From an optimization exercise on the open Yosys and OpenROAD flow, aimed at a short achievable clock period and few clock cycles per item; shortcuts taken in it are not production practice. Only simulation tests tie the RTL to the original design; equivalence was not proved. Power is estimated from default activity; no workload was simulated.

[flow/config.mk]
export PLATFORM = sky130hd
export DESIGN_NAME = apex_core
export DESIGN_NICKNAME = apex_core
export VERILOG_FILES = /design/flow/design.v
export SDC_FILE = /design/flow/constraint.sdc
export NUM_CORES = 4
export LEC_CHECK = 0
export ABC_AREA = 0
export ABC_CLOCK_PERIOD_IN_PS = 2500
export CAP_MARGIN = 20
export CORE_MARGIN = 2
export CORE_UTILIZATION = 40
export PLACE_DENSITY = 0.6
export SETUP_SLACK_MARGIN = 5
export SLEW_MARGIN = 20
[flow/constraint.sdc]
create_clock -name core_clock -period 10.0 [get_ports {clk}]
set_input_delay 2.0000 -clock core_clock [delete_from_list [all_inputs] [get_ports {clk}]]
set_output_delay 2.0000 -clock core_clock [all_outputs]
set_load 0.01 [all_outputs]
[flow/design.v]
`timescale 1ns/1ps
`default_nettype none
module apex_core (
    input  wire        clk,
    input  wire        rst,           
    output wire [31:0] imem_addr,     
    input  wire [63:0] imem_rdata,    
    output wire        dmem_re,       
    output wire        dmem_we,       
    output wire [31:0] dmem_addr,     
    output wire [31:0] dmem_wdata,
    input  wire [31:0] dmem_rdata,    
    output wire        halted
);
    localparam [31:0] CODE_BASE = 32'd4000;
    localparam S_VAL = 0, S_XM = 1, S_X = 2, S_Y = 3, S_M0 = 4, S_MR = 5,
               S_W2 = 6, S_W1 = 7;
    reg  [31:0] pc;
    reg         d_st, d_ld, d_mv, d_add, d_sub, d_and, d_or, d_xor, d_mul;
    reg         d_bz, d_bnz, d_jmp, d_halt;
    reg  [4:0]  d_rd;
    reg  [31:0] d_imm, d_pc;
    reg  [31:0] d_v1, d_v2;
    reg  [7:0]  d_s1, d_s2;
    reg         x_wen;                  
    reg  [4:0]  x_rd;
    reg         x_mv, x_add, x_sub, x_and, x_or, x_xor, x_ld, x_mul;
    reg  [31:0] x_a, x_b;
    reg         x_re, x_we;
    reg  [31:0] x_addr, x_wdata;
    reg         y_wen;
    reg  [4:0]  y_rd;
    reg  [31:0] y_res;
    reg         m1_v, m2_v, m3_v;
    reg  [4:0]  m1_rd, m2_rd, m3_rd;
    reg  [31:0] m1r0, m1r1, m1r2, m1r3, m1r4, m1r5, m1r6;
    reg  [31:0] m2r0, m2r1;
    reg  [31:0] mul_res;
    reg         z;
    reg         halted_r;
    reg  [31:0] rf [0:31];
    assign halted     = halted_r;
    assign imem_addr  = pc;
    assign dmem_re    = x_re;
    assign dmem_we    = x_we;
    assign dmem_addr  = x_addr;
    assign dmem_wdata = x_wdata;
    genvar gi;
    wire [31:0] sum  = x_a + x_b;
    wire [31:0] diff = x_a - x_b;
    wire        z_add = &(~(x_a ^ x_b ^ {x_a[30:0] | x_b[30:0], 1'b0}));
    wire        z_sub = (x_a == x_b);
    wire [32:0] tza, tzb;      
    assign tza[0] = 1'b1;
    assign tzb[0] = 1'b1;
    generate
        for (gi = 1; gi <= 32; gi = gi + 1) begin : g_tz
            assign tza[gi] = tza[gi-1] & ~x_a[gi-1];
            assign tzb[gi] = tzb[gi-1] & ~x_b[gi-1];
        end
    endgenerate
    wire [32:0] tzab;
    generate
        for (gi = 0; gi <= 32; gi = gi + 1) begin : g_tzab
            assign tzab[gi] = tza[gi] & tzb[32-gi];
        end
    endgenerate
    wire z_mul = |tzab;
    wire [31:0] x_res = ({32{x_add}} & sum)  | ({32{x_sub}} & diff) |
                        ({32{x_and}} & (x_a & x_b)) |
                        ({32{x_or}}  & (x_a | x_b)) |
                        ({32{x_xor}} & (x_a ^ x_b)) |
                        ({32{x_mv}}  & x_a) |
                        ({32{x_ld}}  & dmem_rdata);
    wire [31:0] l0 [0:31];
    wire [31:0] l1 [0:21];
    wire [31:0] l2 [0:14];
    wire [31:0] l3 [0:9];
    wire [31:0] l4 [0:6];
    wire [31:0] l5 [0:4];
    wire [31:0] l6 [0:3];
    wire [31:0] l7 [0:2];
    wire [31:0] l8 [0:1];
    generate
        for (gi = 0; gi < 32; gi = gi + 1) begin : g_pp
            assign l0[gi] = x_b[gi] ? (x_a << gi) : 32'd0;
        end
        for (gi = 0; gi < 10; gi = gi + 1) begin : g_l1
            assign l1[2*gi]   = l0[3*gi] ^ l0[3*gi+1] ^ l0[3*gi+2];
            assign l1[2*gi+1] = {((l0[3*gi] & l0[3*gi+1]) | (l0[3*gi] & l0[3*gi+2]) |
                                  (l0[3*gi+1] & l0[3*gi+2])), 1'b0};
        end
        assign l1[20] = l0[30];
        assign l1[21] = l0[31];
        for (gi = 0; gi < 7; gi = gi + 1) begin : g_l2
            assign l2[2*gi]   = l1[3*gi] ^ l1[3*gi+1] ^ l1[3*gi+2];
            assign l2[2*gi+1] = {((l1[3*gi] & l1[3*gi+1]) | (l1[3*gi] & l1[3*gi+2]) |
                                  (l1[3*gi+1] & l1[3*gi+2])), 1'b0};
        end
        assign l2[14] = l1[21];
        for (gi = 0; gi < 5; gi = gi + 1) begin : g_l3
            assign l3[2*gi]   = l2[3*gi] ^ l2[3*gi+1] ^ l2[3*gi+2];
            assign l3[2*gi+1] = {((l2[3*gi] & l2[3*gi+1]) | (l2[3*gi] & l2[3*gi+2]) |
                                  (l2[3*gi+1] & l2[3*gi+2])), 1'b0};
        end
        for (gi = 0; gi < 3; gi = gi + 1) begin : g_l4
            assign l4[2*gi]   = l3[3*gi] ^ l3[3*gi+1] ^ l3[3*gi+2];
            assign l4[2*gi+1] = {((l3[3*gi] & l3[3*gi+1]) | (l3[3*gi] & l3[3*gi+2]) |
                                  (l3[3*gi+1] & l3[3*gi+2])), 1'b0};
        end
        assign l4[6] = l3[9];
    endgenerate
    assign l5[0] = m1r0 ^ m1r1 ^ m1r2;
    assign l5[1] = {((m1r0 & m1r1) | (m1r0 & m1r2) | (m1r1 & m1r2)), 1'b0};
    assign l5[2] = m1r3 ^ m1r4 ^ m1r5;
    assign l5[3] = {((m1r3 & m1r4) | (m1r3 & m1r5) | (m1r4 & m1r5)), 1'b0};
    assign l5[4] = m1r6;
    assign l6[0] = l5[0] ^ l5[1] ^ l5[2];
    assign l6[1] = {((l5[0] & l5[1]) | (l5[0] & l5[2]) | (l5[1] & l5[2])), 1'b0};
    assign l6[2] = l5[3];
    assign l6[3] = l5[4];
    assign l7[0] = l6[0] ^ l6[1] ^ l6[2];
    assign l7[1] = {((l6[0] & l6[1]) | (l6[0] & l6[2]) | (l6[1] & l6[2])), 1'b0};
    assign l7[2] = l6[3];
    assign l8[0] = l7[0] ^ l7[1] ^ l7[2];
    assign l8[1] = {((l7[0] & l7[1]) | (l7[0] & l7[2]) | (l7[1] & l7[2])), 1'b0};
    wire [31:0] product = m2r0 + m2r1;
    wire d_alu  = d_add | d_sub | d_and | d_or | d_xor;
    wire d_use1 = d_st | d_alu | d_mul;           
    wire d_use2 = d_alu | d_mul;                  
    wire d_wen  = d_ld | d_mv | d_alu;            
    wire d_wany = d_wen | d_mul;
    wire d_agu  = d_st | d_ld | d_jmp;
    wire d_ab2  = d_st;                           
    wire [31:0] early1 = ({32{d_s1[S_VAL]}} & d_v1) | ({32{d_s1[S_XM]}} & x_a) |
                         ({32{d_s1[S_Y]}}   & y_res) | ({32{d_s1[S_MR]}} & mul_res);
    wire [31:0] early2 = ({32{d_s2[S_VAL]}} & d_v2) | ({32{d_s2[S_XM]}} & x_a) |
                         ({32{d_s2[S_Y]}}   & y_res) | ({32{d_s2[S_MR]}} & mul_res);
    wire [31:0] op1 = d_s1[S_X] ? x_res : d_s1[S_M0] ? product : early1;
    wire [31:0] op2 = d_s2[S_X] ? x_res : d_s2[S_M0] ? product : early2;
    wire e1 = d_s1[S_VAL] | d_s1[S_XM] | d_s1[S_Y] | d_s1[S_MR];
    wire e2 = d_s2[S_VAL] | d_s2[S_XM] | d_s2[S_Y] | d_s2[S_MR];
    wire a1 = e1 | d_s1[S_X] | d_s1[S_M0];
    wire a2 = e2 | d_s2[S_X] | d_s2[S_M0];
    wire [31:0] base = d_ab2 ? early2 : early1;
    wire        base_ok = d_ab2 ? e2 : e1;
    wire [31:0] agu  = base + d_imm;
    wire d_go = ~(d_use1 & ~a1) & ~(d_use2 & ~a2) & ~(d_agu & ~base_ok);
    wire z_now = (x_add | x_sub) ? (x_add ? z_add : z_sub) :
                 x_mul ? z_mul : z;
    wire br_taken = (d_bz & z_now) | (d_bnz & ~z_now);
    wire taken    = d_jmp | br_taken;
    wire [31:0] br_target = d_pc + d_imm;
    wire kill_x  = d_go & d_wany & (d_rd == x_rd);
    wire kill_m1 = d_go & d_wany & (d_rd == m1_rd);
    wire kill_m2 = d_go & d_wany & (d_rd == m2_rd);
    wire [3:0] f_op  = imem_rdata[63:60];
    wire [4:0] f_rs1 = imem_rdata[54:50];
    wire [4:0] f_rs2 = imem_rdata[49:45];
    wire       f_ok  = ~taken & ~d_halt & ~halted_r;
    wire [31:0] rv1 = (y_wen & (y_rd == f_rs1)) ? y_res :
                      (m3_v  & (m3_rd == f_rs1)) ? mul_res : rf[f_rs1];
    wire [31:0] rv2 = (y_wen & (y_rd == f_rs2)) ? y_res :
                      (m3_v  & (m3_rd == f_rs2)) ? mul_res : rf[f_rs2];
    function [7:0] fstate;
        input [4:0] rs;
        begin
            fstate = 8'd0;
            if (d_wany & (d_rd == rs)) begin
                if (d_mul)      fstate[S_W2] = 1'b1;
                else if (d_mv)  fstate[S_XM] = 1'b1;
                else            fstate[S_X]  = 1'b1;
            end else if (x_wen & (x_rd == rs))
                fstate[S_Y] = 1'b1;
            else if (x_mul & (x_rd == rs))
                fstate[S_W1] = 1'b1;
            else if (m1_v & (m1_rd == rs))
                fstate[S_M0] = 1'b1;
            else if (m2_v & (m2_rd == rs))
                fstate[S_MR] = 1'b1;
            else
                fstate[S_VAL] = 1'b1;
        end
    endfunction
    wire [7:0] f_s1 = fstate(f_rs1);
    wire [7:0] f_s2 = fstate(f_rs2);
    function [7:0] hstate;
        input [7:0] s;
        input       avail;
        begin
            hstate = 8'd0;
            if (avail)          hstate[S_VAL] = 1'b1;
            else if (s[S_W2])   hstate[S_W1]  = 1'b1;
            else                hstate[S_M0]  = 1'b1;
        end
    endfunction
    integer i;
    always @(posedge clk) begin
        if (rst) begin
            pc       <= CODE_BASE;
            d_st <= 1'b0; d_ld <= 1'b0; d_mv <= 1'b0; d_add <= 1'b0;
            d_sub <= 1'b0; d_and <= 1'b0; d_or <= 1'b0; d_xor <= 1'b0;
            d_mul <= 1'b0; d_bz <= 1'b0; d_bnz <= 1'b0; d_jmp <= 1'b0;
            d_halt <= 1'b0;
            x_wen <= 1'b0; x_mv <= 1'b0; x_add <= 1'b0; x_sub <= 1'b0;
            x_and <= 1'b0; x_or <= 1'b0; x_xor <= 1'b0; x_ld <= 1'b0;
            x_mul <= 1'b0; x_re <= 1'b0; x_we <= 1'b0;
            y_wen <= 1'b0;
            m1_v <= 1'b0; m2_v <= 1'b0; m3_v <= 1'b0;
            z        <= 1'b0;
            halted_r <= 1'b0;
            for (i = 0; i < 32; i = i + 1)
                rf[i] <= 32'd0;
        end else begin
            if (m3_v)
                rf[m3_rd] <= mul_res;
            if (y_wen)
                rf[y_rd] <= y_res;
            m3_v    <= m2_v & ~kill_m2;
            m3_rd   <= m2_rd;
            mul_res <= product;
            m2_v  <= m1_v & ~kill_m1;
            m2_rd <= m1_rd;
            m2r0  <= l8[0];
            m2r1  <= l8[1];
            y_wen <= x_wen;
            y_rd  <= x_rd;
            y_res <= x_res;
            m1_v  <= x_mul & ~kill_x;
            m1_rd <= x_rd;
            m1r0 <= l4[0]; m1r1 <= l4[1]; m1r2 <= l4[2]; m1r3 <= l4[3];
            m1r4 <= l4[4]; m1r5 <= l4[5]; m1r6 <= l4[6];
            if (x_add | x_sub | x_mul)
                z <= z_now;
            x_wen  <= d_go & d_wen;
            x_rd   <= d_rd;
            x_mv   <= d_go & d_mv;
            x_add  <= d_go & d_add;
            x_sub  <= d_go & d_sub;
            x_and  <= d_go & d_and;
            x_or   <= d_go & d_or;
            x_xor  <= d_go & d_xor;
            x_ld   <= d_go & d_ld;
            x_mul  <= d_go & d_mul;
            x_re   <= d_go & d_ld;
            x_we   <= d_go & d_st;
            x_a    <= d_mv ? d_imm : op1;
            x_b    <= op2;
            x_addr <= agu;
            x_wdata <= op1;
            if (d_go) begin
                if (d_halt)
                    halted_r <= 1'b1;
                d_st   <= f_ok & (f_op == 4'd0);
                d_ld   <= f_ok & (f_op == 4'd1);
                d_mv   <= f_ok & (f_op == 4'd2);
                d_add  <= f_ok & (f_op == 4'd3);
                d_sub  <= f_ok & (f_op == 4'd4);
                d_and  <= f_ok & (f_op == 4'd5);
                d_or   <= f_ok & (f_op == 4'd6);
                d_xor  <= f_ok & (f_op == 4'd7);
                d_mul  <= f_ok & (f_op == 4'd8);
                d_bz   <= f_ok & (f_op == 4'd9);
                d_bnz  <= f_ok & (f_op == 4'd10);
                d_jmp  <= f_ok & (f_op == 4'd11);
                d_halt <= f_ok & (f_op == 4'd12);
                d_rd   <= imem_rdata[59:55];
                d_imm  <= imem_rdata[31:0];
                d_pc   <= pc;
                d_v1   <= rv1;
                d_v2   <= rv2;
                d_s1   <= f_s1;
                d_s2   <= f_s2;
                pc     <= d_jmp ? agu : br_taken ? br_target : pc + 32'd4;
            end else begin
                if (a1) d_v1 <= op1;
                if (a2) d_v2 <= op2;
                d_s1 <= hstate(d_s1, a1);
                d_s2 <= hstate(d_s2, a2);
            end
        end
    end
endmodule
`default_nettype wire
[flow/run.sh]
#!/bin/bash
# synth_recipe.tcl (not shown) runs the flow's synth.tcl, then flattens the netlist and writes it again
# the make line also repeats each setting of config.mk as NAME=value (left out here)
make -C /OpenROAD-flow-scripts/flow DESIGN_CONFIG=/design/flow/config.mk WORK_HOME=/design/flow/orfs CLKGATE_MAP_FILE= SYNTH_SCRIPT=/design/flow/synth_recipe.tcl finish
==> results.json, run 1 <==
{
  "gp_congestion": 0.977,
  "crit_required_ns": 10.56,
  "path_delay_family": "compound AO/OA/AOI/OAI gates",
  "cts_buffers": 182,
  "cts_num_sinks": 1616,
  "numPortBuffers": 183,
  "cts_buffer_depth": 3,
  "syn_nets": 9344,
  "ys_seq_elements": 1616,
  "finalMaxSlewViolations": 0,
  "num_vias": 81800,
  "grt_max_degree": 132,
  "reg2reg_slack_ns": 4.92,
  "tightest_slew_ns": 1.32,
  "skew_ns": 0.116,
  "end_kind": "register",
  "clk_latency_ns": 0.90,
  "ys_dominant_reg_cell": "edfxtp_1",
  "start_util": 0.403,
  "rr_endpoint": "x_a[29]",
  "grt_pass1_vias": 81000,
  "die_area_sq_um": 271000,
  "drcViolationCount": 0,
  "min_period_over_period": 0.508,
  "rows": 189,
  "io_pins": 197,
  "layout_common_cells": "edfxtp_1, a22o_1, nor2_1, mux4_2, inv_1",
  "startpoint_type": "register",
  "grt.overflow.total": 0,
  "dp_cells": 11700,
  "critical_path_arrival_ns": 5.64,
  "rr_worst_depth": 11,
  "drive_gt1_frac": 0.178,
  "slew_headroom": 0.115,
  "htree_levels": 4,
  "antenna_found_initial": 17,
  "synth-async-reset-ratio": 0,
  "path_cells": "inv_1 -> ha_2 -> o21ai_0 -> o21a_1 -> o41ai_1 -> o31a_2 -> o21a_1 -> o211a_1 -> and3_1 -> mux2i_1 -> mux2_2",
  "synth-warning-count": 1,
  "setup_tns_ns": 0,
  "finalHoldViolCount": 0,
  "crit_type": "register to register",
  "maxCapViolations": 0,
  "hpwl_um": 265000,
  "cpMostUsedCell": "o21a_1",
  "max_freq_mhz": 197,
  "path_clk_slew_ns": 0.06,
  "setup_viol": 0,
  "synth.area.top_cells": "edfxtp_1, mux4_2, a22o_1",
  "synth_edf_count": 1555,
  "cellPowerDensity_nw_per_um2": 236,
  "wl_um": 422000,
  "layout.nets": 9139,
  "grt_pass1_wl_um": 594000,
  "holdBufCountCts": 0,
  "synth_top_area_share": 0.437,
  "leakage_nw": 44.4,
  "synth_cell_type_count": 85,
  "finalInstanceArea_sq_um": 120000,
  "slowest_stage": "edfxtp_1",
  "detail-route-antenna-nets": 0,
  "ir_worst_vdd_uv": 258,
  "critPathLaunch": "x_b[16]",
  "stdcell_count": 12000,
  "status": "no timing/DRC/antenna violations",
  "synth.cell_area_sq_um": 107000,
  "rsz0062_at_grt": "true",
  "hold_class": "register to register",
  "wl_per_cell_um": 35.1,
  "post_drt_via_cell_ratio": 6.79,
  "slowest_delay_ns": 0.66,
  "min_period_ns": 5.08,
  "yosysTopAreaCell": "edfxtp_1",
  "critPathBufInv": 1,
  "hold_end": "m2r0[4]",
  "final_common_cell": "edfxtp_1",
  "syn_area_per_cell_sq_um": 12.5,
  "cts_tree": "built",
  "drt_iter0_markers": 12500,
  "clock-root-buffer": "clkbuf_16",
  "die_w_um": 521,
  "whs_path_depth": 0,
  "area_delta_synth_final_pct": 12.1,
  "seq_area_frac_synth": 0.448,
  "min-delay-start": "m1r0[4]",
  "crit_fanout": 17,
  "postPlaceCellArea_sq_um": 113000,
  "synthCells": 8553,
  "grt_usage": 0.305,
  "die_h_um": 521,
  "first_pass_iters": 8,
  "fp.coreArea_sq_um": 266000,
  "r2r_start": "x_b[16]"
}
cells in the mapped netlist, drive strengths merged (90+ instances only):
library cell and count:
edfxtp 1555, a22o 1035, clkbuf 785, nor2 744, mux4 640, inv 546, nand2 428, fa 418
a21oi 320, ha 275, xnor2 202, o21ai 162, a22oi 149, buf 122, mux2i 103, xor2 97
nor3 90
logic make-up after synthesis:
logic type | share of synthesized area
simple gates | 0.0604
mux | 0.150
compound gates | 0.154
buf+inv | 0.0519
xor+xnor | 0.0245
fa+ha+maj | 0.110
flops | 0.448
how the worst max path moves through the flow:
stage	endpoint	cells past startpoint
final	x_a[29]	11
after global placement	x_a[20]	11
after floorplan	rf[14][0]	4
after CTS	x_a[20]	16
after detailed placement	x_a[20]	11
after global routing	x_a[20]	15
layout make-up:
cell class / count / area, sq um
clock buffer: 215 / 4770
sequential: 1616 / 47900
inverter: 565 / 2200
clock inverter: 122 / 1310
timing repair buffer: 518 / 4610
tap: 3533 / 4420
multi-input combinational: 5465 / 54600
antenna: 2 / 5.00
fill: 23700 / 146000
per-layer routing:
metal  GRT usage  up-vias  share of wire
li1            -    32200              -
met1       0.405    41700           0.36
met2       0.450     6569           0.43
met3      0.0939     1280           0.14
met4       0.161       13          0.063
met5     0.00158        -        0.00031
through the flow:
stage | worst slack, ns | hold WS (ns) | util | power (mW)
after floorplan | 4.50 | 0.400 | - | 16.5
after global placement | 3.82 | 0.411 | 0.426 | 20.9
after detailed placement | 3.78 | 0.413 | 0.426 | 21.2
after CTS | 4.93 | 0.399 | 0.450 | 28.1
after global routing | 4.89 | 0.400 | 0.451 | 29.8
final | 4.92 | 0.406 | 0.451 | 28.3
state kept, by name, indices dropped and copies added, names as in the netlist, 17 cells and up:
| signal | count |
|---|---|
| rf | 1024 |
| m1r0 | 32 |
| m1r2 | 22 |
| m2r0 | 32 |
| pc | 32 |
| m1r3 | 17 |
| m2r1 | 23 |
| y_res | 32 |
| mul_res | 32 |
| x_addr | 32 |
| d_imm | 32 |
| x_a | 32 |
| d_v1 | 32 |
| d_v2 | 32 |
| x_wdata | 32 |
| x_b | 32 |
| m1r1 | 27 |
| d_pc | 32 |
power breakdown:
part | switching, mW | internal (mW)
registers | 0.450 | 8.89
clock network | 3.06 | 3.84
logic | 7.77 | 4.27
total | 11.3 | 17.0
timing repair:
| item | in CTS | in global routing |
|---|---|---|
| pin swaps | 0 | 1 |
| setup endpoints to repair | 194 | 85 |
| setup buffers | 7 | 13 |
| resized for setup | 46 | 43 |
| cloned | 2 | 0 |
Testbench counts, summed over its fixed seeds: cycles 19,546, instrs 17,713.
==> inputs of run 2 (changes only) <==
--- a/flow/design.v
+++ b/flow/design.v
@@ -47,6 +47,7 @@
     assign dmem_wdata = x_wdata;
     genvar gi;
-    wire [31:0] sum  = x_a + x_b;
-    wire [31:0] diff = x_a - x_b;
+    wire [31:0] sum, diff;
+    apex_add32 u_sum  (.a(x_a), .b(x_b),  .ci(1'b0), .s(sum));
+    apex_add32 u_diff (.a(x_a), .b(~x_b), .ci(1'b1), .s(diff));
     wire        z_add = &(~(x_a ^ x_b ^ {x_a[30:0] | x_b[30:0], 1'b0}));
     wire        z_sub = (x_a == x_b);
@@ -125,5 +126,6 @@
     assign l8[0] = l7[0] ^ l7[1] ^ l7[2];
     assign l8[1] = {((l7[0] & l7[1]) | (l7[0] & l7[2]) | (l7[1] & l7[2])), 1'b0};
-    wire [31:0] product = m2r0 + m2r1;
+    wire [31:0] product;
+    apex_add32 u_prod (.a(m2r0), .b(m2r1), .ci(1'b0), .s(product));
     wire d_alu  = d_add | d_sub | d_and | d_or | d_xor;
     wire d_use1 = d_st | d_alu | d_mul;           
@@ -145,5 +147,6 @@
     wire [31:0] base = d_ab2 ? early2 : early1;
     wire        base_ok = d_ab2 ? e2 : e1;
-    wire [31:0] agu  = base + d_imm;
+    wire [31:0] agu;
+    apex_add32 u_agu (.a(base), .b(d_imm), .ci(1'b0), .s(agu));
     wire d_go = ~(d_use1 & ~a1) & ~(d_use2 & ~a2) & ~(d_agu & ~base_ok);
     wire z_now = (x_add | x_sub) ? (x_add ? z_add : z_sub) :
@@ -218,21 +221,10 @@
                 rf[y_rd] <= y_res;
             m3_v    <= m2_v & ~kill_m2;
-            m3_rd   <= m2_rd;
-            mul_res <= product;
             m2_v  <= m1_v & ~kill_m1;
-            m2_rd <= m1_rd;
-            m2r0  <= l8[0];
-            m2r1  <= l8[1];
             y_wen <= x_wen;
-            y_rd  <= x_rd;
-            y_res <= x_res;
             m1_v  <= x_mul & ~kill_x;
-            m1_rd <= x_rd;
-            m1r0 <= l4[0]; m1r1 <= l4[1]; m1r2 <= l4[2]; m1r3 <= l4[3];
-            m1r4 <= l4[4]; m1r5 <= l4[5]; m1r6 <= l4[6];
             if (x_add | x_sub | x_mul)
                 z <= z_now;
             x_wen  <= d_go & d_wen;
-            x_rd   <= d_rd;
             x_mv   <= d_go & d_mv;
             x_add  <= d_go & d_add;
@@ -245,8 +237,4 @@
             x_re   <= d_go & d_ld;
             x_we   <= d_go & d_st;
-            x_a    <= d_mv ? d_imm : op1;
-            x_b    <= op2;
-            x_addr <= agu;
-            x_wdata <= op1;
             if (d_go) begin
                 if (d_halt)
@@ -265,20 +253,65 @@
                 d_jmp  <= f_ok & (f_op == 4'd11);
                 d_halt <= f_ok & (f_op == 4'd12);
-                d_rd   <= imem_rdata[59:55];
-                d_imm  <= imem_rdata[31:0];
-                d_pc   <= pc;
-                d_v1   <= rv1;
-                d_v2   <= rv2;
-                d_s1   <= f_s1;
-                d_s2   <= f_s2;
                 pc     <= d_jmp ? agu : br_taken ? br_target : pc + 32'd4;
-            end else begin
-                if (a1) d_v1 <= op1;
-                if (a2) d_v2 <= op2;
-                d_s1 <= hstate(d_s1, a1);
-                d_s2 <= hstate(d_s2, a2);
             end
         end
     end
+    always @(posedge clk) begin
+        m3_rd   <= m2_rd;
+        mul_res <= product;
+        m2_rd   <= m1_rd;
+        m2r0    <= l8[0];
+        m2r1    <= l8[1];
+        y_rd    <= x_rd;
+        y_res   <= x_res;
+        m1_rd   <= x_rd;
+        m1r0 <= l4[0]; m1r1 <= l4[1]; m1r2 <= l4[2]; m1r3 <= l4[3];
+        m1r4 <= l4[4]; m1r5 <= l4[5]; m1r6 <= l4[6];
+        x_rd    <= d_rd;
+        x_a     <= d_mv ? d_imm : op1;
+        x_b     <= op2;
+        x_addr  <= agu;
+        x_wdata <= op1;
+        if (d_go) begin
+            d_rd   <= imem_rdata[59:55];
+            d_imm  <= imem_rdata[31:0];
+            d_pc   <= pc;
+            d_v1   <= rv1;
+            d_v2   <= rv2;
+            d_s1   <= f_s1;
+            d_s2   <= f_s2;
+        end else begin
+            if (a1) d_v1 <= op1;
+            if (a2) d_v2 <= op2;
+            d_s1 <= hstate(d_s1, a1);
+            d_s2 <= hstate(d_s2, a2);
+        end
+    end
+endmodule
+module apex_add32 (
+    input  wire [31:0] a,
+    input  wire [31:0] b,
+    input  wire        ci,
+    output wire [31:0] s
+);
+    wire [31:0] p0 = a ^ b;
+    wire [191:0] G, P;
+    assign G[31:0] = (a & b) | {31'd0, p0[0] & ci};
+    assign P[31:0] = p0;
+    genvar l, k;
+    generate
+        for (l = 0; l < 5; l = l + 1) begin : g_lvl
+            for (k = 0; k < 32; k = k + 1) begin : g_bit
+                if (k >= (1 << l)) begin : g_op
+                    assign G[32*(l+1)+k] = G[32*l+k] | (P[32*l+k] & G[32*l+k-(1<<l)]);
+                    assign P[32*(l+1)+k] = P[32*l+k] & P[32*l+k-(1<<l)];
+                end else begin : g_pass
+                    assign G[32*(l+1)+k] = G[32*l+k];
+                    assign P[32*(l+1)+k] = P[32*l+k];
+                end
+            end
+        end
+    endgenerate
+    assign s = p0 ^ {G[32*5+30:32*5], ci};
 endmodule
 `default_nettype wire
==> flow/flow/run.sh (new file) <==
#!/bin/bash
set -euo pipefail
bash standard.sh SETUP_SLACK_MARGIN=6.5 finish > flow_standard.log 2>&1
==> flow/standard.sh (new file) <==
#!/bin/bash
# synth_recipe.tcl (not shown) runs the flow's synth.tcl, then flattens the netlist and writes it again
# the make line also repeats each setting of config.mk as NAME=value (left out here)
make -C /OpenROAD-flow-scripts/flow DESIGN_CONFIG=/design/flow/config.mk WORK_HOME=/design/flow/orfs CLKGATE_MAP_FILE= SYNTH_SCRIPT=/design/flow/synth_recipe.tcl "${@:-finish}"
--- a/flow/config.mk
+++ b/flow/config.mk
@@ -7,9 +7,7 @@
 export LEC_CHECK = 0
 export ABC_AREA = 0
-export ABC_CLOCK_PERIOD_IN_PS = 2500
 export CAP_MARGIN = 20
 export CORE_MARGIN = 2
 export CORE_UTILIZATION = 40
 export PLACE_DENSITY = 0.6
-export SETUP_SLACK_MARGIN = 5
 export SLEW_MARGIN = 20
removed: flow/run.sh
==> run 2 against run 1 <==
Compared with the run above: register-to-register slack improved by 1.1 ns; clock skew decreased by 0.039 ns; sequential share of layout area decreased by 6.0 points; design area increased by 8.2%; synthesized cell count decreased by 0.30%; largest power group unchanged; clock-buffer cell count increased by 9; total power decreased by 7.9%; global-route usage increased by 3.6 points; fmax increased by 25%; clock power about the same.
==> results.json, run 2 <==
{
  "end_kind": "register",
  "tightest_slew_ns": 1.24,
  "synth.area.top_cells": "edfxtp_1, mux4_2, dfxtp_1",
  "synthSimpleGateAreaFrac": 0.0647,
  "synthXorXnorAreaFrac": 0.0258,
  "maxCapViolations": 0,
  "htree_levels": 4,
  "hpwl_um": 258000,
  "min_period_over_period": 0.405,
  "synth.cell_area_sq_um": 103000,
  "post_drt_via_cell_ratio": 6.94,
  "synth_top_family_by_area": "compound AO/OA/AOI/OAI gates",
  "crit_fanout": 5,
  "layout.nets": 9702,
  "whs_path_depth": 0,
  "ir_worst_vdd_uv": 191,
  "die_area_sq_um": 261000,
  "num_vias": 86400,
  "finalInstanceArea_sq_um": 130000,
  "die_w_um": 511,
  "synth_mux_area_frac": 0.155,
  "numPortBuffers": 183,
  "critical_path_arrival_ns": 4.66,
  "cts_buffers": 180,
  "drcViolationCount": 0,
  "hold_ws_ns": 0.329,
  "synth-warning-count": 1,
  "seq_area_frac_synth": 0.427,
  "grt_pass1_wl_um": 632000,
  "syn_area_per_cell_sq_um": 12.1,
  "synthAdderAreaFrac": 0.115,
  "synth_compound_area_frac": 0.158,
  "min_period_ns": 4.05,
  "cellPowerDensity_nw_per_um2": 201,
  "max_freq_mhz": 247,
  "ys_seq_elements": 1616,
  "status": "no timing/DRC/antenna violations",
  "final_common_cell": "edfxtp_1",
  "synth_edf_count": 1157,
  "setup_tns_ns": 0,
  "rows": 186,
  "finalMaxSlewViolations": 0,
  "clk_latency_ns": 0.88,
  "grt_max_degree": 80,
  "grt_usage": 0.341,
  "io_pins": 197,
  "start_util": 0.402,
  "ys_dominant_reg_cell": "edfxtp_1",
  "wl_um": 469000,
  "grt.overflow.total": 0,
  "crit_type": "primary input to register",
  "layout_common_cells": "edfxtp_1, a22o_1, nor2_1, mux4_2, inv_1",
  "slew_headroom": 0.176,
  "largest_reg_flops": 1024,
  "rr_worst_depth": 14,
  "top_register": "rf",
  "syn_nets": 9318,
  "leakage_nw": 49.3,
  "synth-async-reset-ratio": 0,
  "crit_required_ns": 10.61,
  "finalHoldViolCount": 0,
  "synthCells": 8527,
  "gp_congestion": 1.01,
  "setup_viol": 0,
  "first_pass_iters": 8,
  "drt_iter0_markers": 13900,
  "area_delta_synth_final_pct": 26.1,
  "cts_buffer_depth": 3,
  "path_clk_slew_ns": 0.06,
  "clock-root-buffer": "clkbuf_16",
  "postPlaceCellArea_sq_um": 109000,
  "synth_top_area_share": 0.338,
  "hold_class": "register to register",
  "skew_ns": 0.0771,
  "fp.coreArea_sq_um": 256000,
  "wl_per_cell_um": 37.7,
  "yosys-top-cells-count": "edfxtp_1, a22o_1, clkbuf_1",
  "startpoint_type": "primary input",
  "antenna_found_initial": 16,
  "grt_pass1_vias": 83200,
  "rsz0062_at_grt": "true",
  "cts_tree": "built",
  "cts_num_sinks": 1616,
  "die_h_um": 511,
  "drive_gt1_frac": 0.298,
  "detail-route-antenna-nets": 0,
  "synth_cell_type_count": 87,
  "synth.most_common_cell": "edfxtp_1",
  "yosysTopAreaCell": "edfxtp_1"
}
run 2: area by class of cell:
class,instances,area [sq um]
fill,21500,127000
multi-input combinational,5452,58700
sequential,1616,44100
timing repair buffer,1086,14100
clock buffer,224,4790
tap,3384,4230
inverter,572,2480
clock inverter,112,1200
timing repair inverter,3,25.0
antenna,8,20.0
run 2: repair_timing:
action | CTS | global route
cloned | 106 | 29
pin swaps | 153 | 165
hold buffers | 0 | 0
setup buffers | 354 | 149
gates resized for setup | 1377 | 444
endpoints found under the setup margin | 2606 | 1081
run 2: logic make-up (layout without fill, tap and decap cells):
kind of cell	Yosys count	in the layout
adder cells (fa/ha/maj)	693	693
multiplexers	790	791
XOR/XNOR	303	303
flip-flops	1616	1616
buffers and inverters	1474	1997
AND/OR/NAND/NOR	1529	1543
AO/OA/AOI/OAI	2122	2122
other	0	8
run 2: report_power, final:
part / leakage, nW / switching [mW] / internal [mW]
clock: 2.91 / 3.04 / 3.82
sequential: 15.9 / 0.428 / 7.96
combinational: 30.5 / 6.70 / 4.10
run 2: critical path: stages:
cell	delay, ns
buf_16	0.11
buf_6	0.10
buf_12	0.14
buf_12	0.11
buf_16	0.13
mux4_2	0.51
mux4_2	0.61
mux2i_4	0.35
nor2_1	0.08
a21oi_1	0.15
o21ai_1	0.08
nand2_1	0.13
o221ai_1	0.12
run 2: path summary, 6_finish.rpt:
check | from | to | slack (ns)
min | m1r0[0] | m2r0[0] | 0.33
min reg2reg | m1r0[0] | m2r0[0] | 0.33
max | imem_rdata[50] | d_v1[30] | 5.95
max reg2reg | d_s2[3] | pc[30] | 5.99
run 2: routing by layer:
metal	GRT usage	up-vias	routed length [um]
met5	0.00274	-	253
met4	0.212	14	37500
met3	0.135	1922	76400
met2	0.483	7979	193000
met1	0.435	43500	162000
li1	-	33000	-
run 2: metrics by stage:
step / setup WS, ns / cells / util / total power [mW]
2_1_floorplan: 5.75 / 8527 / - / 13.7
3_3_place_gp: 3.94 / 11500 / 0.425 / 17.1
3_5_place_dp: 3.92 / 11500 / 0.425 / 17.2
4_1_cts: 5.98 / 12300 / 0.491 / 25.3
5_1_grt: 5.84 / 12500 / 0.506 / 27.0
6_report: 5.95 / 12500 / 0.506 / 26.1
Testbench counts of run 2, summed over its fixed seeds: cycles 19,546, instrs 17,713.

-- afterwards: timing with drivers on the ports --
In the flow no input, the clock included, has a driving cell. The finished layouts below were timed again as built, in two steps.
Step 1, drivers: a clkbuf_16 drives clk and a buf_2 each remaining input, both assumed.
Step 2 times the ports against the registers' clock, not the clock port: input delays grow and output delays shrink by t, the midpoint of the rising clock arrivals with the driver on.
a / b / c = no drivers / after step 1 / after step 2; a / b = the first two.
run | t, ns | setup WS [ns] | worst setup path after step 2 | latest minus earliest clock arrival (ns)
run 1 | 0.955 | 4.920 / 4.920 / 4.101 | input to register | 0.135 / 0.134
run 2 | 0.946 | 5.946 / 5.552 / 4.606 | input to register | 0.089 / 0.089
After both steps setup and hold are still met in every run listed. For run 2, which loses most, drivers alone change the setup slack by -0.394 ns; drivers and shift together by -1.340 ns.
